What follows belongs to an exercise in optimizing a design on an open flow for small area; a production flow would make more cautious choices.
In this exercise RTL edits were held to simulation tests only and were not proved equivalent to the original.
Power is estimated from default activity; no workload was simulated.

## fanctl
module fanctl (
    input  wire        clk,
    input  wire        rst,           
    input  wire        bus_wr,
    input  wire [2:0]  bus_addr,
    input  wire [31:0] bus_wdata,
    output reg  [31:0] bus_rdata,
    input  wire [7:0]  ticks,
    output wire        act_req,
    output wire [2:0]  act_op,
    output wire [5:0]  act_pin,
    output wire        act_val,
    input  wire        act_ack,
    input  wire        act_ok,
    input  wire [31:0] act_rdata,
    output reg         tr_set_valid,
    output wire [5:0]  tr_set_pin,
    output wire        tr_set_val,
    output reg         tr_dec_valid,
    output wire [3:0]  tr_dec_op,
    output wire [31:0] tr_dec_t,
    output reg  [3:0]  tr_dec_outcome,
    output wire [6:0]  tr_dec_perc,
    output wire        tr_dec_sleep
);
    localparam [2:0] ST_IDLE = 3'd0, ST_BUSY = 3'd1, ST_DONE = 3'd2,
                     ST_STOPPED = 3'd3, ST_FAULT = 3'd4;
    localparam [3:0] OP_FIXED = 4'h1, OP_HYST = 4'h2, OP_THERMO = 4'h3,
                     OP_RPIN = 4'h4, OP_RTEMP = 4'h5, OP_PULSE = 4'h6,
                     OP_STOP = 4'h7;
    localparam [3:0] F_NONE = 4'd0, F_SENSOR = 4'd1, F_OPEN = 4'd2,
                     F_CFG = 4'd3, F_IO = 4'd4, F_USAGE = 4'd5;
    localparam [3:0] O_SKIP = 4'd0, O_NONE = 4'd1, O_ON = 4'd2, O_OFF = 4'd3,
                     O_SLEEP = 4'd4, O_WAKE = 4'd5, O_INC = 4'd6,
                     O_DEC = 4'd7, O_HOLD = 4'd8;
    localparam [3:0] S_OPEN  = 4'b0000,
                     S_CFG   = 4'b0001,
                     S_SETH  = 4'b0010,    
                     S_GET   = 4'b0011,
                     S_CLOSE = 4'b0100,
                     S_BIND  = 4'b0101,
                     S_TREAD = 4'b0110,
                     S_SETL  = 4'b1010,    
                     S_SETV  = 4'b1011,    
                     S_WAITH = 4'b1000,
                     S_WAITL = 4'b1001,
                     S_WAITS = 4'b1100,    
                     S_IDLE  = 4'b1111;
    localparam [2:0] E_IDLE = 3'd0, E_SENSOR = 3'd1, E_OPEN = 3'd2, E_CFG = 3'd3,
  ...
clock: 50.0 ns
lec_check: 0
abc_area: 1
cap_margin: 20
core_margin: 2
core_utilization: 50
cts_buf_list: sky130_fd_sc_hd__clkbuf_8
place_density: 0.6
slew_margin: 20
standard.sh (not shown) runs the stock make flow with config.mk's settings and CLKGATE_MAP_FILE= SYNTH_SCRIPT=/design/flow/synth_recipe.tcl, a recipe that flattens the netlist after the stock synthesis.
==> flow/flow/run.sh <==
#!/bin/bash
# Own layout flow: the standard flow (standard.sh) with two changes:
#  - ABC maps the synthesised logic with an area-oriented script (flow/abc_area.script)
#    in place of ORFS's abc_area.script; everything else in synthesis is unchanged;
#  - the port buffers that placement inserts are the smallest buffer (buf_1), and
#    synthesis adds no buffers of its own between registers and ports (placement buffers
#    every port anyway);
#  - the resizer may not use the largest buffers and inverters.
# Each tool's output is kept in the ORFS logs under orfs/logs; standard.sh's own output
# goes to standard.log in this folder.
set -euo pipefail
W=$(pwd)
rm -rf "$W/scripts_own"
cp -r "$FLOW_HOME/scripts" "$W/scripts_own"
cp "$W/flow/abc_area.script" "$W/scripts_own/abc_area.script"
export SCRIPTS_DIR="$W/scripts_own"
export BUFFER_PORTS_ARGS="-buffer_cell sky130_fd_sc_hd__buf_1"
export SYNTH_INSBUF=0
# keep the resizer's repairs to small buffers and inverters
export DONT_USE_CELLS="sky130_fd_sc_hd__bufinv_8 sky130_fd_sc_hd__bufinv_16 sky130_fd_sc_hd__buf_8 sky130_fd_sc_hd__buf_12 sky130_fd_sc_hd__buf_16 sky130_fd_sc_hd__inv_8 sky130_fd_sc_hd__inv_12 sky130_fd_sc_hd__inv_16 sky130_fd_sc_hd__clkinv_8 sky130_fd_sc_hd__clkinv_16 sky130_fd_sc_hd__clkbuf_16"
bash "$W/standard.sh" > "$W/standard.log" 2>&1
==> flow/flow/abc_area.script <==
strash
&get -n
&st
&dch
&nf -R 1000
&put
strash
&get -n
&st
&dch
&nf -R 1000
&put
strash
&get -n
&st
&dch
&nf -R 1000
&put
topo
The starting point passed the timing, DRC and antenna checks.
Change:
==> flow/flow/run.sh (replaced) <==
#!/bin/bash
# Own layout flow: the standard flow (standard.sh) with these changes:
#  - synthesis skips the quick ABC pass inside Yosys's synth command (-noabc), so the
#    ripple-carry adders of the RTL reach extract_fa intact and map to full-adder cells
#    without extra inverters;
#  - the final ABC maps the synthesised logic with an area-oriented script
#    (flow/abc_area.script) in place of ORFS's abc_area.script; everything else in
#    synthesis is unchanged;
#  - the port buffers that placement inserts are the smallest buffer (buf_1), and
#    synthesis adds no buffers of its own between registers and ports (placement buffers
#    every port anyway);
#  - clock tree synthesis builds fewer, larger leaf clusters and adds no dummy loads.
# Each tool's output is kept in the ORFS logs under orfs/logs; standard.sh's own output
# goes to standard.log in this folder.
set -euo pipefail
W=$(pwd)
rm -rf "$W/scripts_own"
cp -r "$FLOW_HOME/scripts" "$W/scripts_own"
cp "$W/flow/abc_area.script" "$W/scripts_own/abc_area.script"
export SCRIPTS_DIR="$W/scripts_own"
export BUFFER_PORTS_ARGS="-buffer_cell sky130_fd_sc_hd__buf_1"
export SYNTH_INSBUF=0
export SYNTH_ARGS="-noabc"
# clock tree: clkbuf_8 clusters of up to 30 registers, no dummy balancing loads
export CTS_ARGS="-sink_clustering_enable -repair_clock_nets -dont_use_dummy_load -buf_list sky130_fd_sc_hd__clkbuf_8 -sink_clustering_size 30 -sink_clustering_max_diameter 150"
bash "$W/standard.sh" > "$W/standard.log" 2>&1
--- a/flow/flow/abc_area.script
+++ b/flow/flow/abc_area.script
@@ -1,2 +1,14 @@
+strash
+&get -n
+&st
+&dch
+&nf -R 1000
+&put
+strash
+&get -n
+&st
+&dch
+&nf -R 1000
+&put
 strash
 &get -n
The changed run went through all stages and came out clean; wire length shrinks by 2.3%; maximum frequency shrinks by 8.6%; power shrinks by about 4.5%; synthesized cell count shrinks by 2.7%; synthesized area shrinks by about 2.2%; utilization stays flat; global-route usage grows by 0.14 points; first-iteration DRC count shrinks by 9.5%; final area shrinks by about 3.2%; cell count shrinks by about 3%; setup slack loses 2.2 ns.
Change:
==> flow/flow/run.sh (replaced) <==
#!/bin/bash
# Own layout flow: the standard flow (standard.sh) with two changes:
#  - ABC maps the synthesised logic with an area-oriented script (flow/abc_area.script)
#    in place of ORFS's abc_area.script; everything else in synthesis is unchanged;
#  - the port buffers that placement inserts are the smallest buffer (buf_1), and
#    synthesis adds no buffers of its own between registers and ports (placement buffers
#    every port anyway);
#  - clock tree synthesis builds fewer, larger leaf clusters and adds no dummy loads.
# Each tool's output is kept in the ORFS logs under orfs/logs; standard.sh's own output
# goes to standard.log in this folder.
set -euo pipefail
W=$(pwd)
rm -rf "$W/scripts_own"
cp -r "$FLOW_HOME/scripts" "$W/scripts_own"
cp "$W/flow/abc_area.script" "$W/scripts_own/abc_area.script"
export SCRIPTS_DIR="$W/scripts_own"
export BUFFER_PORTS_ARGS="-buffer_cell sky130_fd_sc_hd__buf_1"
export SYNTH_INSBUF=0
# clock tree: clkbuf_8 clusters of up to 30 registers, no dummy balancing loads
export CTS_ARGS="-sink_clustering_enable -repair_clock_nets -dont_use_dummy_load -buf_list sky130_fd_sc_hd__clkbuf_16 -sink_clustering_size 50 -sink_clustering_max_diameter 400"
bash "$W/standard.sh" > "$W/standard.log" 2>&1
Worst hold slack hardly moves.
Design area increases by a few percent.
Final cell count rises slightly.

* * *

Setup of the previous run:
Another version of the RTL of fanctl (not shown whole).
Size: about 130 flip-flops, about 180 I/O pins.
==> flow/design.v (excerpt) <==
module fanctl (
    input  wire        clk,
    input  wire        rst,           
    input  wire        bus_wr,
    input  wire [2:0]  bus_addr,
    input  wire [31:0] bus_wdata,
    output reg  [31:0] bus_rdata,
    input  wire [7:0]  ticks,
    output wire        act_req,
    output wire [2:0]  act_op,
    output wire [5:0]  act_pin,
    output wire        act_val,
    input  wire        act_ack,
    input  wire        act_ok,
    input  wire [31:0] act_rdata,
    output reg         tr_set_valid,
    output wire [5:0]  tr_set_pin,
    output wire        tr_set_val,
    output reg         tr_dec_valid,
    output wire [3:0]  tr_dec_op,
    output wire [31:0] tr_dec_t,
    output reg  [3:0]  tr_dec_outcome,
    output wire [6:0]  tr_dec_perc,
    output wire        tr_dec_sleep
);
export LEC_CHECK = 0
export ABC_AREA = 1
export CAP_MARGIN = 20
export CORE_MARGIN = 2
export CORE_UTILIZATION = 65
export CTS_BUF_LIST = sky130_fd_sc_hd__clkbuf_8
export PLACE_DENSITY = 0.75
export SLEW_MARGIN = 20
create_clock -name core_clock -period 50.0 [get_ports {clk}]
==> flow/flow/run.sh <==
#!/bin/bash
# Own layout flow: the standard flow (standard.sh) with these changes:
#  - synthesis skips the quick ABC pass inside Yosys's synth command (-noabc), so the
#    ripple-carry adders of the RTL reach extract_fa intact and map to full-adder cells
#    without extra inverters;
#  - the final ABC maps the synthesised logic with an area-oriented script
#    (flow/abc_area.script: a time-bounded &deepsyn, then three rounds of choice
#    computation and area mapping) in place of ORFS's abc_area.script; everything
#    else in synthesis is unchanged;
#  - the port buffers that placement inserts are the smallest buffer (buf_1), and
#    synthesis adds no buffers of its own between registers and ports (placement buffers
#    every port anyway);
#  - clock tree synthesis builds fewer, larger leaf clusters and adds no dummy loads.
# Each tool's output is kept in the ORFS logs under orfs/logs; standard.sh's own output
# goes to standard.log in this folder.
set -euo pipefail
W=$(pwd)
rm -rf "$W/scripts_own"
cp -r "$FLOW_HOME/scripts" "$W/scripts_own"
cp "$W/flow/abc_area.script" "$W/scripts_own/abc_area.script"
export SCRIPTS_DIR="$W/scripts_own"
export BUFFER_PORTS_ARGS="-buffer_cell sky130_fd_sc_hd__buf_1"
export SYNTH_INSBUF=0
export SYNTH_ARGS="-noabc"
# clock tree: clkbuf_8 clusters of up to 30 registers, no dummy balancing loads
export CTS_ARGS="-sink_clustering_enable -repair_clock_nets -dont_use_dummy_load -buf_list sky130_fd_sc_hd__clkbuf_8 -sink_clustering_size 30 -sink_clustering_max_diameter 150"
bash "$W/standard.sh" > "$W/standard.log" 2>&1
==> flow/flow/abc_area.script <==
strash
&get -n
&deepsyn -T 60
&nf -R 1000
&put
strash
&get -n
&st
&dch
&nf -R 1000
&put
strash
&get -n
&st
&dch
&nf -R 1000
&put
topo
The previous run did not stop at any stage, and its layout met the timing, DRC and antenna checks.
Setup changes, the previous run to the current run
- swapping 65 for 50 in CORE_UTILIZATION
- swapping 0.75 for 0.6 in PLACE_DENSITY
## What came out
Across the previous run and the current run, the outcome is the same: a clean finish for every run. The previous run and the current run ended up with nearly the same clock network area share. On first-pass GRT wire length, the current run does worse than the previous run. Sequential power across the previous run and the current run: no real change. The current run ends up with lower area of the multi-input gates than the previous run does. Final cell count (lower): the previous run. In terms of share of synthesized area occupied by flip-flops and latches, the previous run and the current run differ only marginally. Total power of the current run is lower than that of the previous run. Instance area after placement of the current run is on par with the previous run. Sequential share of layout area: the previous run vs the current run, no meaningful difference. The previous run ended up with wc[0] as its destination of the critical timing path; the current run ended up with wr[0].

afterwards: timing with drivers on the ports:
In the flow no input, the clock included, has a driving cell. The finished layouts below were timed again as built, in two steps. Step 1: set_driving_cell puts a clkbuf_16 on clk and a buf_2 on each other input, an assumption about the parent block. Step 2 moves the port delays by t, midway between the first and last clock arrival at a register: inputs arrive t later, outputs are due t later. That takes back most of the time a late clock gives input paths. Three values: ideal, step 1, step 2; two values: the first two.
| run | t, ns | setup WS [ns] | hold slack, ns | worst slew at a driven data input, ns | pins driven straight from the clock port |
|---|---|---|---|---|---|
| the first run of note 1 | 0.508 | 27.243 / 27.267 / 26.759 | 0.466 / 0.466 / 0.466 | 0.04 | 1 |
| the second run of note 1 | 0.494 | 25.091 / 25.115 / 24.621 | 0.463 / 0.463 / 0.463 | 0.06 | 1 |
| the third run of note 1 | 0.472 | 27.509 / 27.540 / 27.068 | 0.464 / 0.464 / 0.464 | 0.08 | 1 |
| the previous run | 0.493 | 24.869 / 24.886 / 24.392 | 0.482 / 0.482 / 0.482 | 0.06 | 1 |
| the current run | 0.489 | 24.960 / 24.983 / 24.494 | 0.505 / 0.505 / 0.505 | 0.04 | 1 |
After both steps every run listed still meets setup and hold. The setup slack of the first run of note 1, which loses most, moves by +0.024 ns with the drivers and by -0.484 ns with both steps.
